Background: an optimization exercise with open tools, aiming at small area, a short achievable clock period and few clock cycles per item. Do not read the settings as production practice. Function was checked by simulation only, so behaviour that the tests miss may differ from the original. No activity file was given, so power comes from the tool's default toggle rates.

`flow/run.sh`:
```
#!/bin/bash
# synth_recipe.tcl (not shown) runs the flow's synth.tcl, then flattens the netlist and writes it again
# the make line also repeats each setting of config.mk as NAME=value (left out here)
make -C /OpenROAD-flow-scripts/flow DESIGN_CONFIG=/design/flow/config.mk WORK_HOME=/design/flow/orfs CLKGATE_MAP_FILE= SYNTH_SCRIPT=/design/flow/synth_recipe.tcl finish
```
`flow/config.mk`:
```
export PLATFORM = sky130hd
export DESIGN_NAME = dsha256_ce
export DESIGN_NICKNAME = dsha256_ce
export VERILOG_FILES = /design/flow/design.v
export SDC_FILE = /design/flow/constraint.sdc
export NUM_CORES = 4
export LEC_CHECK = 0
export CAP_MARGIN = 20
export CORE_MARGIN = 2
export CORE_UTILIZATION = 55
export CTS_BUF_LIST = sky130_fd_sc_hd__clkbuf_8
export CTS_CLUSTER_DIAMETER = 80
export CTS_CLUSTER_SIZE = 15
export SETUP_SLACK_MARGIN = 5
export SLEW_MARGIN = 20
```
`flow/constraint.sdc`:
```
create_clock -name core_clock -period 10.0 [get_ports {clk}]
set_input_delay 2.0000 -clock core_clock [delete_from_list [all_inputs] [get_ports {clk}]]
set_output_delay 2.0000 -clock core_clock [all_outputs]
set_load 0.01 [all_outputs]
```
`flow/design.v`:
```
module dsha256_ce (
    input  wire        clk,
    input  wire        rst_n,       
    input  wire        cmd_valid,
    output wire        cmd_ready,
    input  wire [15:0] cmd,
    output wire        rsp_valid,
    input  wire        rsp_ready,
    output wire        rsp_err,
    output wire [31:0] rsp_data
);
    localparam [1:0] PH_IDLE = 2'd0, PH_ABSORB = 2'd1, PH_DONE = 2'd2, PH_FAULT = 2'd3;
    localparam [2:0] SQ_IDLE = 3'd0,   
                     SQ_BLK  = 3'd1,   
                     SQ_F1   = 3'd2,   
                     SQ_F2   = 3'd3,   
                     SQ_P1   = 3'd4,   
                     SQ_P2   = 3'd5;   
    function [31:0] rotr;
        input [31:0] x;
        input integer n;
        rotr = (x >> n) | (x << (32 - n));
    endfunction
    function [63:0] csa;    
        input [31:0] x, y, z;
        csa = {((x & y) | (x & z) | (y & z)) << 1, x ^ y ^ z};
    endfunction
    function [31:0] addbk;
        input [31:0] x, y;
        reg   [31:0] g, p, G, P;
        integer q, d;
        begin
            g = x & y; p = x ^ y; G = g; P = p;
            for (d = 1; d < 32; d = d * 2)
                for (q = 2 * d - 1; q < 32; q = q + 2 * d) begin
                    G[q] = G[q] | (P[q] & G[q - d]); P[q] = P[q] & P[q - d];
                end
            for (d = 8; d >= 1; d = d / 2)
                for (q = 3 * d - 1; q < 32; q = q + 2 * d) begin
                    G[q] = G[q] | (P[q] & G[q - d]); P[q] = P[q] & P[q - d];
                end
            addbk = p ^ {G[30:0], 1'b0};
        end
    endfunction
    function [31:0] addsk;
        input [31:0] x, y;
        reg   [31:0] g, p, G, P;
        integer q, d;
        begin
            g = x & y; p = x ^ y; G = g; P = p;
            for (d = 1; d < 32; d = d * 2)
                for (q = 0; q < 32; q = q + 1)
                    if ((q / d) % 2 == 1) begin
                        G[q] = G[q] | (P[q] & G[(q / d) * d - 1]);
                        P[q] = P[q] & P[(q / d) * d - 1];
                    end
            addsk = p ^ {G[30:0], 1'b0};
        end
    endfunction
    function [10:0] inc11;
        input [10:0] x;
        reg c;
        integer q;
        begin
            c = 1'b1;
            for (q = 0; q < 11; q = q + 1) begin
                inc11[q] = x[q] ^ c;
                c = c & x[q];
            end
        end
    endfunction
    function [31:0] ivw;    
        input [2:0] i;
        case (i)
            3'd0: ivw = 32'h6a09e667; 3'd1: ivw = 32'hbb67ae85;
            3'd2: ivw = 32'h3c6ef372; 3'd3: ivw = 32'ha54ff53a;
            3'd4: ivw = 32'h510e527f; 3'd5: ivw = 32'h9b05688c;
            3'd6: ivw = 32'h1f83d9ab; default: ivw = 32'h5be0cd19;
        endcase
    endfunction
    reg [1:0]   phase;
    reg [2:0]   cause;
    reg [15:0]  fcmd;
    reg [60:0]  len;            
    reg [4:1]   lc;             
    reg [31:0]  W [0:15];
    reg [31:0]  va, vb, vc, vd, ve, vf, vg, vh;
    reg [31:0]  h0, h1, h2, h3, h4, h5, h6, h7;
    reg [31:0]  kw;             
    reg         rsp_v, rsp_e, rsp_tag, rsp_stat;
    reg [2:0]   seq;
    reg         extra;          
    reg         kq;             
    reg [5:0]   j;
    reg         strm;           
    reg         p2m;            
    reg         rq;             
    reg         rl;             
    reg         ch_act;         
    reg [1:0]   ch_cnt;
    reg         ch_req;         
    reg [1:0]   ph;             
    reg         ch_ivh, ch_ivv; 
    wire [5:0]  cnt = len[5:0];
    wire [1:0]  bj  = cnt[1:0];    
    wire busy   = (seq != SQ_IDLE) && !(seq == SQ_P2 && rq && rl);
    wire kstall;                    
    wire can    = !busy && !kstall && (!rsp_v || rsp_ready);
    assign cmd_ready = rst_n & can;
    assign rsp_valid = rst_n & rsp_v;
    assign rsp_err   = rsp_e;
    assign rsp_data  = rsp_tag  ? {va[7:0], va[15:8], va[23:16], va[31:24]} :
                       rsp_stat ? {fcmd, 8'h00, 1'b0, cause, 2'b00, phase} : 32'd0;
    wire acc = cmd_valid & can;
    wire [3:0] op    = cmd[15:12];
    wire       illop = (op >= 4'h6) && (op <= 4'hE);
    wire       illfld = !illop && ((cmd[11:8] != 4'd0) || ((op != 4'h2) && (cmd[7:0] != 8'd0)));
    wire       o_init = op == 4'h1, o_push = op == 4'h2, o_fin = op == 4'h3,
               o_rdtag = op == 4'h4, o_rdstat = op == 4'h5, o_rst = op == 4'hF;
    wire       seqerr = (o_init && phase == PH_FAULT) ||
                        ((o_push || o_fin) && phase != PH_ABSORB) ||
                        (o_rdtag && phase != PH_DONE);
    wire       lfull  = (&len) && (lc == 4'd0);
    wire       lenovf = o_push && lfull;
    wire       rej    = illop || illfld || seqerr || lenovf;
    wire [2:0] cause_n = illop ? 3'd1 : illfld ? 3'd2 : seqerr ? 3'd3 : 3'd4;
    wire rsv0    = cmd[11:8] == 4'd0;
    wire imm0    = cmd[7:0] == 8'd0;
    wire x_init  = acc && o_init && rsv0 && imm0 && phase != PH_FAULT;
    wire x_push  = acc && o_push && rsv0 && phase == PH_ABSORB && !lfull;
    wire x_fin   = acc && o_fin && rsv0 && imm0 && phase == PH_ABSORB;
    wire x_rst   = acc && o_rst && rsv0 && imm0;
    wire [31:0] S0  = rotr(va, 2) ^ rotr(va, 13) ^ rotr(va, 22);
    wire [31:0] S1  = rotr(ve, 6) ^ rotr(ve, 11) ^ rotr(ve, 25);
    wire [31:0] chf = vg ^ (ve & (vf ^ vg));
    wire [31:0] maj = (va & vb) | (vc & (va | vb));
    wire [63:0] ac1 = csa(kw, chf, maj);
    wire [63:0] ac2 = csa(ac1[31:0], ac1[63:32], S1);
    wire [63:0] ac  = csa(ac2[31:0], ac2[63:32], S0);
    wire [63:0] ec1 = csa(kw, chf, vd);
    wire [63:0] ec  = csa(ec1[31:0], ec1[63:32], S1);
    wire [31:0] a_n = ac[31:0] + ac[63:32];
    wire [31:0] e_n = addsk(ec[31:0], ec[63:32]);
    wire [31:0] s0w = rotr(W[1], 7) ^ rotr(W[1], 18) ^ (W[1] >> 3);
    wire [31:0] s1w = rotr(W[14], 17) ^ rotr(W[14], 19) ^ (W[14] >> 10);
    wire [63:0] wc1 = csa(W[9], W[0], s0w);
    wire [63:0] wc  = csa(wc1[31:0], wc1[63:32], s1w);
    wire [31:0] w_n = wc[31:0] + wc[63:32];
    wire [31:0] sum_a = addbk(h3, vd);
    wire [31:0] sum_e = addbk(h7, vh);
    wire [31:0] iv_a  = ivw({1'b0, ~ch_cnt});       
    wire [31:0] iv_e  = ivw({1'b1, ~ch_cnt});       
    wire [31:0] ih_a  = ivw({1'b0, ~ph});           
    wire [31:0] ih_e  = ivw({1'b1, ~ph});
    wire        ch_last = ch_act && (ch_cnt == 2'd3);
    wire        p2_go   = ch_last && (seq == SQ_P1);
    wire        kgo   = kq && !ch_req && (!ch_act || ch_last);
    assign      kstall = kq && !kgo;
    wire        sgo   = kgo && strm;                  
    wire [6:0]  m     = p2m ? {1'b0, j} + 7'd8 : {1'b0, j} + 7'd1;    
    reg  [31:0] nword;
    always @(*) begin
        if (m[6])
            nword = 32'd0;
        else if (m[5:4] != 2'd0)
            nword = w_n;
        else if (p2m)
            nword = (m[3:0] == 4'd8)  ? 32'h80000000 :
                    (m[3:0] == 4'd15) ? 32'h00000100 : 32'd0;
        else if (!extra && m[3:0] == 4'd14)
            nword = len[60:29];
        else if (!extra && m[3:0] == 4'd15)
            nword = {len[28:0], 3'b000};
        else
            nword = 32'd0;
    end
    wire        j_f2  = rq && rl && seq == SQ_F1 && extra;
    wire [5:0]  j_n   = (x_fin || (x_push && bj == 2'd3)) ? {2'b00, cnt[5:2]} :
                        (p2_go || j_f2) ? 6'd0 :
                        (kgo && strm && j != 6'd63) ? j + 6'd1 : j;
    wire        p2m_n = (x_fin || (x_push && bj == 2'd3) || j_f2) ? 1'b0 :
                        p2_go ? 1'b1 : p2m;
    wire        ksteady = kq && !kgo;
    wire        kstep   = kgo && strm && j != 6'd63;
    wire [5:0]  ki_n = ksteady ? j : kstep ? j + 6'd1 :
                       (p2_go || j_f2) ? 6'd0 : {2'b00, cnt[5:2]};
    wire        kp_n = (ksteady || kstep) ? p2m : p2_go;
    reg  [31:0] kn;       
    always @(*) begin
        case (ki_n)
            6'd0:  kn = 32'h428a2f98; 6'd1:  kn = 32'h71374491; 6'd2:  kn = 32'hb5c0fbcf; 6'd3:  kn = 32'he9b5dba5;
            6'd4:  kn = 32'h3956c25b; 6'd5:  kn = 32'h59f111f1; 6'd6:  kn = 32'h923f82a4; 6'd7:  kn = 32'hab1c5ed5;
            6'd8:  kn = 32'hd807aa98; 6'd9:  kn = 32'h12835b01; 6'd10: kn = 32'h243185be; 6'd11: kn = 32'h550c7dc3;
            6'd12: kn = 32'h72be5d74; 6'd13: kn = 32'h80deb1fe; 6'd14: kn = 32'h9bdc06a7; 6'd15: kn = 32'hc19bf174;
            6'd16: kn = 32'he49b69c1; 6'd17: kn = 32'hefbe4786; 6'd18: kn = 32'h0fc19dc6; 6'd19: kn = 32'h240ca1cc;
            6'd20: kn = 32'h2de92c6f; 6'd21: kn = 32'h4a7484aa; 6'd22: kn = 32'h5cb0a9dc; 6'd23: kn = 32'h76f988da;
            6'd24: kn = 32'h983e5152; 6'd25: kn = 32'ha831c66d; 6'd26: kn = 32'hb00327c8; 6'd27: kn = 32'hbf597fc7;
            6'd28: kn = 32'hc6e00bf3; 6'd29: kn = 32'hd5a79147; 6'd30: kn = 32'h06ca6351; 6'd31: kn = 32'h14292967;
            6'd32: kn = 32'h27b70a85; 6'd33: kn = 32'h2e1b2138; 6'd34: kn = 32'h4d2c6dfc; 6'd35: kn = 32'h53380d13;
            6'd36: kn = 32'h650a7354; 6'd37: kn = 32'h766a0abb; 6'd38: kn = 32'h81c2c92e; 6'd39: kn = 32'h92722c85;
            6'd40: kn = 32'ha2bfe8a1; 6'd41: kn = 32'ha81a664b; 6'd42: kn = 32'hc24b8b70; 6'd43: kn = 32'hc76c51a3;
            6'd44: kn = 32'hd192e819; 6'd45: kn = 32'hd6990624; 6'd46: kn = 32'hf40e3585; 6'd47: kn = 32'h106aa070;
            6'd48: kn = 32'h19a4c116; 6'd49: kn = 32'h1e376c08; 6'd50: kn = 32'h2748774c; 6'd51: kn = 32'h34b0bcb5;
            6'd52: kn = 32'h391c0cb3; 6'd53: kn = 32'h4ed8aa4a; 6'd54: kn = 32'h5b9cca4f; 6'd55: kn = 32'h682e6ff3;
            6'd56: kn = 32'h748f82ee; 6'd57: kn = 32'h78a5636f; 6'd58: kn = 32'h84c87814; 6'd59: kn = 32'h8cc70208;
            6'd60: kn = 32'h90befffa; 6'd61: kn = 32'ha4506ceb; 6'd62: kn = 32'hbef9a3f7;
            default: kn = kp_n ? 32'h307b5f59 : 32'hc67178f2;
        endcase
    end
    reg  [31:0] k;
    wire [31:0] ktap = p2m ? W[8] : W[15];
    wire [31:0] hnxt = (rq || ch_act) ? vg : vh;          
    wire [63:0] kwc  = csa(k, ktap, hnxt);
    reg [31:0] w15_n;
    always @(*) begin
        if (p2_go)
            w15_n = h6;                            
        else if (sgo)
            w15_n = nword;
        else if (x_push)
            w15_n = {W[15][23:0], cmd[7:0]};
        else
            case (bj)                              
                2'd0: w15_n = 32'h80000000;
                2'd1: w15_n = {W[15][7:0], 24'h800000};
                2'd2: w15_n = {W[15][15:0], 16'h8000};
                default: w15_n = {W[15][23:0], 8'h80};
            endcase
    end
    wire w15_en = p2_go || sgo || x_push || x_fin;
    integer i;
    always @(posedge clk) begin
        if (kgo) begin
            for (i = 0; i < 15; i = i + 1) W[i] <= W[i + 1];
        end
        if (w15_en) W[15] <= w15_n;
        if (p2_go) begin
            W[8]  <= sum_a; W[9]  <= h0; W[10] <= h1; W[11] <= h2;
            W[12] <= sum_e; W[13] <= h4; W[14] <= h5;
        end
        kw <= addsk(kwc[31:0], kwc[63:32]);      
        k  <= kn;
        j  <= j_n;
        p2m <= p2m_n;
        if (rq) begin
            va <= a_n; vb <= va; vc <= vb; vd <= vc;
            ve <= e_n; vf <= ve; vg <= vf; vh <= vg;
        end else if (ch_act) begin
            va <= ch_ivv ? iv_a : sum_a; vb <= va; vc <= vb; vd <= vc;
            ve <= ch_ivv ? iv_e : sum_e; vf <= ve; vg <= vf; vh <= vg;
        end
        h0 <= !ch_act ? h3 : ch_ivh ? ih_a : sum_a; h1 <= h0; h2 <= h1; h3 <= h2;
        h4 <= !ch_act ? h7 : ch_ivh ? ih_e : sum_e; h5 <= h4; h6 <= h5; h7 <= h6;
        if (!rst_n) begin
            phase  <= PH_IDLE;
            cause  <= 3'd0;
            fcmd   <= 16'd0;
            rsp_v  <= 1'b0;
            seq    <= SQ_IDLE;
            ph     <= 2'd0;
            ch_req <= 1'b0;
            kq     <= 1'b0;
            rq     <= 1'b0;
            ch_act <= 1'b0;
        end else begin
            if (rsp_v && rsp_ready) rsp_v <= 1'b0;
            if (acc) begin
                rsp_v    <= 1'b1;
                rsp_e    <= rej;
                rsp_tag  <= !rej && o_rdtag;
                rsp_stat <= !rej && o_rdstat;
                if (rej) begin
                    if (phase != PH_FAULT) begin
                        phase <= PH_FAULT;
                        cause <= cause_n;
                        fcmd  <= cmd;
                    end
                end
            end
            if (x_rst) begin
                phase <= PH_IDLE;
                cause <= 3'd0;
                fcmd  <= 16'd0;
            end
            if (x_push) begin
                len[5:0] <= len[5:0] + 6'd1;
                if (&len[5:0]) begin
                    len[16:6] <= inc11(len[16:6]);
                    lc[1] <= &len[16:6];
                end
            end
            if (lc[1]) begin
                len[27:17] <= inc11(len[27:17]);
                lc[1] <= 1'b0;
                lc[2] <= &len[27:17];
            end
            if (lc[2]) begin
                len[38:28] <= inc11(len[38:28]);
                lc[2] <= 1'b0;
                lc[3] <= &len[38:28];
            end
            if (lc[3]) begin
                len[49:39] <= inc11(len[49:39]);
                lc[3] <= 1'b0;
                lc[4] <= &len[49:39];
            end
            if (lc[4]) begin
                len[60:50] <= inc11(len[60:50]);
                lc[4] <= 1'b0;
            end
            if (x_init) begin
                phase <= PH_ABSORB;
                len   <= 61'd0;
                lc    <= 4'd0;
            end
            ph <= ph + 2'd1;
            if (ch_act) begin
                ch_cnt <= ch_cnt + 2'd1;
                if (ch_last) ch_act <= 1'b0;
            end
            if (ch_req && ph == 2'd3) begin
                ch_req <= 1'b0;
                ch_act <= 1'b1;
                ch_cnt <= 2'd0;
            end
            if (kgo) begin
                rq <= 1'b1;
                rl <= (j == 6'd63);
                if (strm && j != 6'd63) begin
                end else begin
                    kq   <= 1'b0;
                    strm <= 1'b0;
                end
            end
            if (rq) begin
                rq <= kgo;
                if (rl) begin
                    ch_req <= ph != 2'd3;
                    ch_act <= ph == 2'd3;
                    ch_cnt <= 2'd0;
                    ch_ivh <= 1'b0;
                    ch_ivv <= 1'b0;
                    case (seq)
                        SQ_BLK: seq <= SQ_IDLE;
                        SQ_F1: begin
                            if (extra) begin
                                seq   <= SQ_F2;
                                extra <= 1'b0;
                                kq    <= 1'b1;       
                                strm  <= 1'b1;
                            end else begin
                                seq    <= SQ_P1;
                                ch_ivv <= 1'b1;
                            end
                        end
                        SQ_F2: begin
                            seq    <= SQ_P1;
                            ch_ivv <= 1'b1;
                        end
                        default: begin    
                            seq    <= SQ_IDLE;
                            ch_req <= 1'b0;
                            ch_act <= 1'b0;
                        end
                    endcase
                end
            end
            if (p2_go) begin
                seq  <= SQ_P2;
                kq   <= 1'b1;
                strm <= 1'b1;
            end
            if (x_push && bj == 2'd3) begin
                kq   <= 1'b1;
                strm <= (cnt == 6'd63);
                if (cnt == 6'd63) seq <= SQ_BLK;
            end
            if (x_fin) begin
                phase <= PH_DONE;
                seq   <= SQ_F1;
                extra <= cnt >= 6'd56;
                kq    <= 1'b1;
                strm  <= 1'b1;
            end
            if (x_init) begin
                kq     <= 1'b0;
                rq     <= 1'b0;
                ch_req <= 1'b0;
                ch_act <= 1'b1;
                ch_cnt <= 2'd0;
                ch_ivh <= 1'b1;
                ch_ivv <= 1'b1;
            end
        end
    end
endmodule
```
==> run_results.csv, run 1 <==
group,metric,value,unit
cells_and_area,largest_register_ffs,512,
synth,synthesis.nets,6014,
cells_and_area,final_cell_mix,"938 x nand2_1, 847 x edfxtp_1, 413 x inv_1",
sta,hold_violations,0,
critical_path,path_max_fanout,3,
floorplanning,coreArea,112200,sq um
pwr,power.leakage,25.92,nW
clock_network,ctsHoldBuffers,0,
grt,grt_overflow,0,
sta,final_max_slew_viol_count,0,
drt,wire_per_inst,28.55,um
cells_and_area,final_cell_area,66740,sq um
synth,synth_area,62090,sq um
floorplanning,dieHeight,340.0,um
cells_and_area,finish.cell_count_without_fillers,7066,
synth,syn-instance-count,5459,
clock_network,root_buffer,"clkbuf_8",
sta,fin_crit_sh,50.62,%
synth,syn_area_per_cell,11.37,sq um
cells_and_area,top_regs,"W x512, len x61",
placed_design,dp.cells,6816,
grt,grt_pass1_vias,39868,
grt,grt_max_degree,180,
clock_network,clk_pin_slew_worst_paths,0.11,ns
floorplanning,start_util,55.34,%
cells_and_area,synthToLayoutAreaGrowth,7.499,%
floorplanning,std_cell_rows,123,
drt,wirelength,201.7,mm
sta,fin_worst_skew,0.07539,ns
critical_path,cp-end-kind,"flop",
drt,first_pass_iters,6,
synth,synth_edf_count,847,
synth,synth.distinct_cells,98,
placed_design,place_congestion,1.036,
critical_path,cp.required,10.55,ns
floorplanning,die_w,340.0,um
grt,grt_use_total,34.85,%
sta,setup_viol,0,
sta,slew_headroom,18.40,%
placed_design,portBuffers,54,
synth,synth_warnings,2,
clock_network,clock_latency,0.84,ns
cells_and_area,final_layout_size_suffix_gt1_share,8.482,%
job,cap_viol_max_count,0,
clock_network,ctsLongestPathBuffers,3,
synth,seq_area_frac_synth,52.38,%
synth,synth-main-ff-cell,"edfxtp_1",
status,outcome,"no timing/DRC/antenna violations",
grt,grt_pass1_wl,288.0,mm
drt,drt_iter0_drc,5795,
pwr,power_density,135.2,nW/um^2
placed_design,dp_slack,3.644,ns
sta,worst_pin_slew,1.223,ns
cells_and_area,fill_cells,9382,
sta,min_period,5.062,ns
min_path,min_path_type,"reg2reg",
placed_design,hpwl,153.4,mm
cells_and_area,finalNetCount,6041,
cells_and_area,regMostFlops,"W",
sta,rsz0062_at_grt,"yes",
drt,via_per_inst,6.018,
floorplanning,io_pins,55,
drt,vias,42526,
clock_network,cts_made_buffers,93,
drt,route.detailed.drc,0,
synth,ys_seq_elements,1201,
sta,fmax,197.6,MHz
critical_path,critical_path_class,"reg2reg",
sta,setup_ws,4.938,ns
pwr,ir_worst_vdd,0.0001188,V
drt,ant_nets,0,
critical_path,critPathLaunchType,"flop",
floorplanning,die_area,115600,sq um
sta,tns,0,ns
clock_network,htree_levels,3,
clock_network,cts_tree,"yes",
critical_path,critPathArrivalTime,5.61,ns
synth,async_flop_share,0,%
cells_and_area,final_common_cell,"nand2_1",
clock_network,cts.sinks,1201,
grt,grt_antenna_before_repair,6,
placed_design,placed_area,63980,sq um
==> repair_timing <==
action | 4_1_cts | 5_1_grt
pin swaps | 15 | 49
gates resized for setup | 41 | 59
endpoints found under the setup margin | 25 | 75
setup buffers | 45 | 29
==> final timing paths <==
path / startpoint / endpoint / slack (ns) / cells past startpoint
setup reg to reg: W[1][19]$_DFFE_PP_ / W[15][29]$_DFFE_PP_ / 4.94 / 18
setup / recovery: W[1][19]$_DFFE_PP_ / W[15][29]$_DFFE_PP_ / 4.94 / 18
hold / removal: h0[14]$_DFF_P_ / h1[14]$_DFF_P_ / 0.32 / 0
hold reg to reg: h0[14]$_DFF_P_ / h1[14]$_DFF_P_ / 0.32 / 0
==> cell families after synthesis <==
logic type	after synthesis	synth area share (%)
adder cells (fa/ha/maj)	565	14.72
XOR/XNOR	400	5.643
flip-flops	1201	52.38
buffers and inverters	594	3.817
multiplexers	115	2.031
AND/OR/NAND/NOR	1554	10.81
AO/OA/AOI/OAI	1030	10.60
==> per-layer routing <==
layer	wire length [um]	global-route usage [%]	up-vias
met2	84980	49.96	2131
met1	86100	51.17	20967
met5	26	0	-
li1	-	-	19028
met4	12290	17.62	4
met3	18330	6.010	396
==> worst max-delay path, stage by stage (launching register included) <==
cell and delay [ns]:
edfxtp_1 0.53, xnor2_2 0.22, xnor2_2 0.22, fa_1 0.47, fa_1 0.55, ha_2 0.19
inv_1 0.05, fa_2 0.34, and2b_2 0.25, o31ai_4 0.07, a21oi_2 0.23, nor3_2 0.07
nor2_2 0.15, a31oi_2 0.12, or4b_4 0.59, a31oi_4 0.18, a221o_1 0.24, xnor2_2 0.15
o221ai_1 0.14
==> cells in the mapped netlist, drive strengths merged, types with 21 or more instances <==
| library cell | instances | area, sq um |
|---|---|---|
| o221ai | 28 | 245.2 |
| xnor2 | 290 | 2540 |
| nor2 | 257 | 982.2 |
| dfxtp | 354 | 7087 |
| mux2i | 27 | 270.3 |
| buf | 74 | 416.6 |
| nand2b | 41 | 259.0 |
| fa | 286 | 5725 |
| nor3 | 64 | 347.8 |
| a21o | 66 | 495.5 |
| edfxtp | 847 | 25430 |
| a31oi | 29 | 209.0 |
| o22ai | 40 | 250.2 |
| xor2 | 110 | 963.4 |
| a22oi | 31 | 232.7 |
| and3 | 21 | 137.6 |
| mux2 | 88 | 991.0 |
| o211ai | 56 | 420.4 |
| a211oi | 35 | 287.8 |
| nand2 | 946 | 3566 |
| nand3 | 59 | 317.8 |
| o21ai | 299 | 1508 |
| clkbuf | 165 | 620.6 |
| and2 | 69 | 434.2 |
| inv | 354 | 1329 |
| ha | 249 | 3115 |
| a21oi | 286 | 1450 |
| o21a | 25 | 187.7 |
| maj3 | 30 | 300.3 |
| a221oi | 21 | 207.7 |
| nand4 | 24 | 150.1 |
==> per-stage QoR <==
stage	util, %	hold slack [ns]	total power [W]
final	59.49	0.3189	0.009021
after global routing	59.49	0.3373	0.009318
after CTS	59.04	0.3187	0.009017
after detailed placement	57.02	0.3348	0.006364
after global placement	57.02	0.3325	0.006357
after floorplan	-	0.3306	0.006059
==> power breakdown <==
group / internal, W / switching (W) / leakage, nW
Sequential: 0.00536 / 0.000103 / 10.6
Combinational: 0.000339 / 0.000520 / 14.2
Clock: 0.000968 / 0.00173 / 1.13
==> final cells by class <==
type | count | area [sq um] | share of cell area (%)
Antenna cell | 1 | 2.502 | 0.003749
Clock buffer | 94 | 1294 | 1.938
Clock inverter | 80 | 479.2 | 0.7180
Inverter | 355 | 1344 | 2.013
Multi-Input combinational cell | 3664 | 27710 | 41.52
Sequential cell | 1201 | 32530 | 48.74
Tap cell | 1500 | 1877 | 2.812
Timing Repair Buffer | 171 | 1504 | 2.253
Testbench counts, summed over its fixed seeds: cycles 49,432, messages 193.
==> inputs of run 2 (changes only) <==
--- a/flow/config.mk
+++ b/flow/config.mk
@@ -7,7 +7,7 @@
 export LEC_CHECK = 0
 export CAP_MARGIN = 20
 export CORE_MARGIN = 2
-export CORE_UTILIZATION = 55
+export CORE_UTILIZATION = 65
 export CTS_BUF_LIST = sky130_fd_sc_hd__clkbuf_8
 export CTS_CLUSTER_DIAMETER = 80
 export CTS_CLUSTER_SIZE = 15
==> run_results.csv, run 2 <==
group,metric,value,unit
drt,route.detailed.drc,0,
grt,grt_antenna_before_repair,4,
critical_path,cp_cell_sequence,"ha_1 -> fa_1 -> a21o_1 -> a21o_1 -> a31o_2 -> a31o_2 -> a31oi_1 -> a31oi_1 -> nor4_2 -> nor2_1 -> a211o_1 -> a21o_1 -> a21o_1 -> fa_1 -> xnor2_2 -> o21ai_1 -> nand2_1 -> o21ai_1",
synth,synth_warnings,2,
pwr,power.leakage,25.86,nW
placed_design,hpwl,147.3,mm
synth,synth_fa_ha_area_share,14.72,%
synth,yosys.area.top_type,"edfxtp_1",
pwr,ir_worst_vdd,0.0001355,V
clock_network,cts_made_buffers,92,
floorplanning,die_area,98000,sq um
pwr,power_frac_seq,61.2,%
synth,syn-instance-count,5459,
synth,yosys.area_share.simple,10.81,%
cells_and_area,final_cell_mix,"939 x nand2_1, 847 x edfxtp_1, 409 x inv_1",
drt,ant_nets,0,
synth,synth_edf_count,847,
cells_and_area,multi_input_area,27670,sq um
critical_path,cp_num_buf_inv,0,
cells_and_area,final_layout_size_suffix_gt1_share,8.447,%
job,cap_viol_max_count,0,
critical_path,crit_top_cell,"a21o_1",
clock_network,cts_tree,"yes",
sta,rsz0062_at_grt,"yes",
min_path,worstHoldPathCells,0,
synth,muxShareOfSynthArea,2.031,%
cells_and_area,finalNetCount,6048,
synth,seq_area_frac_synth,52.38,%
placed_design,portBuffers,54,
floorplanning,std_cell_rows,113,
cells_and_area,seqCellArea,32530,sq um
placed_design,place_congestion,1.049,
sta,worst_pin_slew,1.139,ns
drt,wirelength,194.7,mm
floorplanning,dieHeight,313.1,um
clock_network,root_buffer,"clkbuf_8",
critical_path,path_max_fanout,3,
clock_network,clock_latency,0.86,ns
drt,via_per_inst,6.361,
critical_path,critPathLaunchType,"flop",
sta,slew_headroom,24.10,%
min_path,min_from,"h4[11]$_DFF_P_",
sta,tns,0,ns
sta,fin_worst_skew,0.07298,ns
placed_design,placed_area,63670,sq um
synth,synth_area,62090,sq um
drt,wire_per_inst,28.50,um
min_path,min_path_type,"reg2reg",
critical_path,cp_slowest_stage_delay,0.49,ns
cells_and_area,fill_cells,6882,
synth,async_flop_share,0,%
drt,first_pass_iters,7,
sta,hold_violations,0,
synth,synth_top_cell_area_share,40.97,%
cells_and_area,largest_register_ffs,512,
floorplanning,start_util,65.44,%
pwr,comb_power_share,9.6,%
synth,synth.distinct_cells,98,
pwr,power_density,134.6,nW/um^2
synth,synth_xor_area_share,5.643,%
clock_network,htree_levels,3,
pwr,net-switching-power,0.002313,W
sta,setup_viol,0,
synth,synth-main-ff-cell,"edfxtp_1",
synth,ys_top_cells_by_count,"940 x nand2_1, 847 x edfxtp_1, 354 x dfxtp_1",
sta,fin_crit_sh,50.31,%
floorplanning,coreArea,94870,sq um
synth,synthTopCellsByArea,"edfxtp_1 41%, dfxtp_1 11%, fa_1 9.2%",
critical_path,rrSetupSlack,4.97,ns
sta,min_period,5.031,ns
cells_and_area,final_common_cell,"nand2_1",
sta,final_max_slew_viol_count,0,
synth,synth_compound_gate_area_share,10.60,%
pwr,p_int,0.006614,W
synth,ys_seq_elements,1201,
synth,synth_top_family_by_area,"adder cells",
synth,synthesis.nets,6014,
clock_network,clk_pin_slew_worst_paths,0.10,ns
clock_network,cts.sinks,1201,
grt,grt_overflow,0,
drt,drt_iter0_drc,6302,
status,outcome,"no timing/DRC/antenna violations",
critical_path,critical_path.top_delay_family,"compound AO/OA/AOI/OAI gates",
critical_path,critical_path_class,"reg2reg",
sta,fmax,198.8,MHz
pwr,p_sw_share,25.91,%
critical_path,crit-reg2reg-capture,"va[31]$_DFFE_PN_",
drt,vias,43453,
critical_path,cp-end-kind,"flop",
grt,grt_max_degree,204,
clock_network,ctsLongestPathBuffers,3,
cells_and_area,regMostFlops,"W",
synth,syn_area_per_cell,11.37,sq um
synth,synth.most_common_cell,"nand2_1",
critical_path,r2r_start,"vd[0]$_DFFE_PN_",
grt,grt_pass1_vias,40892,
grt,grt_pass1_wl,279.7,mm
grt,grt_use_total,39.73,%
floorplanning,die_w,313.1,um
critical_path,worst_path_max_delay_cell,"edfxtp_1",
critical_path,cp.required,10.53,ns
min_path,whs_endpoint,"h5[11]$_DFF_P_",
critical_path,critPathArrivalTime,5.56,ns
critical_path,r2r_cells,18,
cells_and_area,final_cell_area,66330,sq um
floorplanning,io_pins,55,
cells_and_area,synthToLayoutAreaGrowth,6.844,%
cells_and_area,top_regs,"W x512, len x61",
pwr,power_frac_clock,29.2,%
run 2: cell types whose count changed in the layout (fill, tap and decap cells not counted), moves of 4 or more:
cell,change
ha_4,-4
buf_4,+10
ha_1,+5
inv_1,-4
run 2: worst max-delay path by stage:
stage / start / endpoint / slack, ns / cells past startpoint
global placement: rst_n / cmd_ready / 3.78 / 4
finish: vd[0]$_DFFE_PN_ / va[31]$_DFFE_PN_ / 4.97 / 18
global route: vc[5]$_DFFE_PN_ / va[31]$_DFFE_PN_ / 4.76 / 18
CTS: rsp_ready / cmd_ready / 4.82 / 6
detailed placement: rst_n / cmd_ready / 3.78 / 4
floorplan: ch_act$_SDFF_PN0_ / kw[31]$_DFF_P_ / 2.81 / 17
run 2: worst reg2reg max path, stage by stage (launching register included):
cell and delay [ns]:
edfxtp_1 0.49, ha_1 0.26, fa_1 0.41, a21o_1 0.19
a21o_1 0.20, a31o_2 0.29, a31o_2 0.28, a31oi_1 0.27
a31oi_1 0.23, nor4_2 0.20, nor2_1 0.11, a211o_1 0.29
a21o_1 0.18, a21o_1 0.18, fa_1 0.40, xnor2_2 0.31
o21ai_1 0.22, nand2_1 0.16, o21ai_1 0.07
run 2: metrics by stage:
| step | util [%] | setup WS [ns] | total power [W] | cells | hold WS, ns |
|---|---|---|---|---|---|
| finish | 69.92 | 4.969 | 0.008927 | 6831 | 0.3416 |
| global route | 69.92 | 4.759 | 0.009173 | 6831 | 0.3463 |
| CTS | 69.44 | 4.821 | 0.008891 | 6795 | 0.3351 |
| detailed placement | 67.12 | 3.779 | 0.006352 | 6583 | 0.3355 |
| global placement | 67.11 | 3.776 | 0.006335 | 6582 | 0.3321 |
| floorplan | - | 2.807 | 0.006059 | 5459 | 0.3306 |
run 2: what timing repair did:
action / 4_1_cts / 5_1_grt
endpoints found under the setup margin: 76 / 70
resized for setup: 45 / 51
hold buffers: 0 / 0
pin swaps: 17 / 43
setup buffers: 47 / 33
gates cloned: 0 / 1
run 2: layout make-up:
cell class	instances	area share, %
Antenna cell	2	0.007545
Clock buffer	92	1.909
Clock inverter	73	0.6281
Inverter	355	2.031
Multi-Input combinational cell	3664	41.71
Sequential cell	1201	49.04
Tap cell	1265	2.386
Timing Repair Buffer	178	2.279
Timing Repair inverter	1	0.007545
run 2: power groups by stage:
stage / logic, W / registers, W / clock network (W)
floorplan: 0.000542 / 0.00552 / 0
global placement: 0.000769 / 0.00557 / 0
detailed placement: 0.000785 / 0.00557 / 0
CTS: 0.000813 / 0.00546 / 0.00262
global route: 0.000937 / 0.00547 / 0.00277
finish: 0.000856 / 0.00546 / 0.00261
run 2: logic make-up after synthesis:
kind of cell | Yosys count
XOR/XNOR | 400
adder cells (fa/ha/maj) | 565
buffers and inverters | 594
AND/OR/NAND/NOR | 1554
AO/OA/AOI/OAI | 1030
multiplexers | 115
flip-flops | 1201
run 2: routing by layer:
| layer | wire length, um | vias up | GRT usage, % |
|---|---|---|---|
| met5 | 13 | - | 0 |
| met4 | 14220 | 2 | 23.22 |
| met3 | 22410 | 461 | 8.873 |
| met2 | 82060 | 2750 | 56.60 |
| met1 | 75980 | 21235 | 56.43 |
| li1 | - | 19005 | - |
==> inputs of run 3 (changes only) <==
--- a/flow/config.mk
+++ b/flow/config.mk
@@ -9,7 +9,7 @@
 export CORE_MARGIN = 2
 export CORE_UTILIZATION = 65
 export CTS_BUF_LIST = sky130_fd_sc_hd__clkbuf_8
-export CTS_CLUSTER_DIAMETER = 80
-export CTS_CLUSTER_SIZE = 15
+export CTS_CLUSTER_DIAMETER = 60
+export CTS_CLUSTER_SIZE = 12
 export SETUP_SLACK_MARGIN = 5
 export SLEW_MARGIN = 20
==> run_results.csv, run 3 <==
group,metric,value,unit
floorplanning,coreArea,94870,sq um
cells_and_area,regMostFlops,"W",
sta,final_max_slew_viol_count,0,
placed_design,portBuffers,54,
critical_path,critPathLaunchType,"flop",
floorplanning,std_cell_rows,113,
pwr,ir_worst_vdd,0.0001192,V
placed_design,dp.cells,6583,
critical_path,cp-end-kind,"flop",
cells_and_area,finish.cell_count_without_fillers,6893,
grt,grt_pass1_vias,41285,
min_path,min_path_type,"reg2reg",
sta,tns,0,ns
placed_design,hpwl,147.3,mm
synth,synth.most_common_cell,"nand2_1",
sta,fmax,200.2,MHz
pwr,p_int,0.006965,W
cells_and_area,synthToLayoutAreaGrowth,7.942,%
critical_path,worst_path_max_delay_cell,"edfxtp_1",
clock_network,cts_tree,"yes",
synth,synth_area,62090,sq um
synth,async_flop_share,0,%
cells_and_area,final_common_cell,"nand2_1",
cells_and_area,top_regs,"W x512, len x61",
clock_network,ctsLongestPathBuffers,3,
clock_network,root_buffer,"clkbuf_8",
cells_and_area,multi_input_area,27700,sq um
sta,hold_violations,0,
synth,yosys.area.top_type,"edfxtp_1",
drt,first_pass_iters,6,
pwr,comb_power_share,9.2,%
cells_and_area,fill_cells,6809,
grt,grt_max_degree,204,
drt,wire_per_inst,28.37,um
critical_path,critPathArrivalTime,5.57,ns
drt,wirelength,195.6,mm
clock_network,htree_levels,3,
critical_path,cp.required,10.57,ns
grt,grt_pass1_wl,281.1,mm
synth,syn_area_per_cell,11.37,sq um
clock_network,clock_latency,0.86,ns
clock_network,cts.sinks,1201,
synth,synth.distinct_cells,98,
pwr,p_sw_share,25.77,%
pwr,power_frac_clock,32.6,%
critical_path,crit_top_cell,"a21o_1",
sta,setup_viol,0,
synth,seq_area_frac_synth,52.38,%
pwr,net-switching-power,0.002419,W
sta,fin_worst_skew,0.05164,ns
synth,ys_seq_elements,1201,
sta,rsz0062_at_grt,"yes",
sta,slew_headroom,17.16,%
floorplanning,die_w,313.1,um
job,cap_viol_max_count,0,
floorplanning,dieHeight,313.1,um
critical_path,r2r_cells,18,
sta,fin_hold_ws,0.3275,ns
grt,grt_antenna_before_repair,3,
drt,drt_iter0_drc,6106,
synth,syn-instance-count,5459,
synth,synthesis.nets,6014,
synth,synth_top_cell_area_share,40.97,%
pwr,power_density,140.0,nW/um^2
drt,route.detailed.drc,0,
floorplanning,io_pins,55,
floorplanning,die_area,98000,sq um
status,outcome,"no timing/DRC/antenna violations",
min_path,worstHoldPathCells,0,
placed_design,place_congestion,1.049,
synth,synth_edf_count,847,
grt,grt_use_total,39.90,%
drt,ant_nets,0,
critical_path,critical_path_class,"reg2reg",
critical_path,cp_cell_sequence,"ha_1 -> fa_1 -> a21o_1 -> a21o_1 -> a31o_2 -> a31o_2 -> a31oi_1 -> a31oi_2 -> nor4_2 -> nor2_1 -> a211o_1 -> a21o_1 -> a21o_1 -> fa_1 -> xnor2_2 -> o21ai_1 -> nand2_1 -> o21ai_1",
floorplanning,start_util,65.44,%
drt,via_per_inst,6.355,
sta,fin_crit_sh,49.96,%
cells_and_area,final_layout_size_suffix_gt1_share,9.262,%
cells_and_area,largest_register_ffs,512,
critical_path,path_max_fanout,3,
synth,ys_top_cells_by_count,"940 x nand2_1, 847 x edfxtp_1, 354 x dfxtp_1",
sta,worst_pin_slew,1.238,ns
cells_and_area,finalNetCount,6081,
cells_and_area,seqCellArea,32530,sq um
cells_and_area,final_cell_mix,"939 x nand2_1, 847 x edfxtp_1, 422 x inv_1",
drt,vias,43808,
critical_path,cp_slowest_stage_delay,0.51,ns
clock_network,clk_pin_slew_worst_paths,0.09,ns
grt,grt_overflow,0,
synth,synth_warnings,2,
pwr,power_frac_seq,58.2,%
synth,synthTopCellsByArea,"edfxtp_1 41%, dfxtp_1 11%, fa_1 9.2%",
pwr,power.leakage,26.26,nW
clock_network,cts_made_buffers,118,
sta,min_period,4.996,ns
synth,synth-main-ff-cell,"edfxtp_1",
==> run 3: metal layers <==
metal  global-route usage, %  vias to the layer above  share of wire (%)
met5                       0                        -             0.0066
met4                   22.77                        2                7.2
met3                   9.958                      498                 12
met2                   56.87                     2830                 42
met1                   56.14                    21383                 39
li1                        -                    19095                  -
==> run 3: cells by family after synthesis <==
kind of cell / share of synthesized area, %
and+or+nand+nor: 10.81
DFF: 52.38
AOI/OAI and AO/OA: 10.60
adders and majority gates: 14.72
muxes: 2.031
xor gates and xnor gates: 5.643
buffers and inverters: 3.817
==> run 3: worst paths after layout <==
path | startpoint | endpoint | slack [ns]
hold reg to reg | h6[15]$_DFF_P_ | h7[15]$_DFF_P_ | 0.33
setup / recovery | vd[0]$_DFFE_PN_ | va[31]$_DFFE_PN_ | 5.00
hold / removal | h6[15]$_DFF_P_ | h7[15]$_DFF_P_ | 0.33
setup reg to reg | vd[0]$_DFFE_PN_ | va[31]$_DFFE_PN_ | 5.00
==> run 3: layout make-up <==
cell class / instances / share of cell area, %
sequential: 1201 / 48.54
antenna: 3 / 0.01120
clock buffer: 122 / 2.506
clock inverter: 97 / 0.9074
timing repair buffer: 185 / 2.334
inverter: 355 / 2.005
multi-input combinational: 3664 / 41.33
tap: 1265 / 2.362
timing repair inverter: 1 / 0.007468
==> run 3: power by group through the flow <==
stage	Combinational [W]	Clock [W]	Sequential, W
final	0.000861	0.00306	0.00546
after global routing	0.000937	0.00325	0.00547
after CTS	0.000809	0.00307	0.00545
after detailed placement	0.000785	0	0.00557
after global placement	0.000769	0	0.00557
after floorplan	0.000542	0	0.00552
==> run 3: through the flow <==
step           setup WS (ns)  utilization, %  power, W  cell area (sq um)
2_1_floorplan          2.807               -  0.006059              62180
3_3_place_gp           3.776           67.11  0.006335              63660
3_5_place_dp           3.779           67.12  0.006352              63670
4_1_cts                4.842           70.03  0.009336              66440
5_1_grt                4.812           70.64  0.009649              67010
6_report               5.004           70.64  0.009384              67020
==> run 3: critical path, delay by kind of cell (launching register included) <==
family	cells	cell delay, ns
simple gates	3	0.46
xor+xnor	1	0.30
fa+ha+maj	3	1.07
compound gates	11	2.40
flops	1	0.51
==> run 3: repair_timing <==
item | in CTS | in global routing
setup buffers | 43 | 44
endpoints found under the setup margin | 73 | 70
cloned | 0 | 1
pin swaps | 13 | 37
hold buffers | 0 | 0
resized for setup | 39 | 61

-- separate check: timing with driven ports --
Ports are ideal in the flow. The routed layouts listed here were re-timed in OpenROAD.
Step 1: set_driving_cell puts a clkbuf_16 on clk and a buf_2 on each other input, an assumption about the parent block.
Step 2, shift: input delay + t, output delay - t, t = (earliest + latest rising clock arrival at the registers) / 2. This alone moves slack from input paths to output paths.
Three values: ideal, step 1, step 2; two values: the first two.
| run | t, ns | setup WS [ns] | clock arrival spread, ns | slew at the worst register clock pin (ns) | worst slew at a driven data input, ns |
|---|---|---|---|---|---|
| run 1 | 0.877 | 4.938 / 4.938 / 4.309 | 0.076 / 0.077 | 0.11 / 0.11 | 0.04 |
| run 2 | 0.889 | 4.969 / 4.969 / 4.395 | 0.076 / 0.076 | 0.12 / 0.12 | 0.04 |
| run 3 | 0.911 | 5.004 / 5.004 / 4.360 | 0.052 / 0.053 | 0.09 / 0.09 | 0.04 |
After both steps setup and hold are still met in every run listed. For run 3, which loses most, drivers alone change the setup slack by 0.000 ns; drivers and shift together by -0.644 ns.
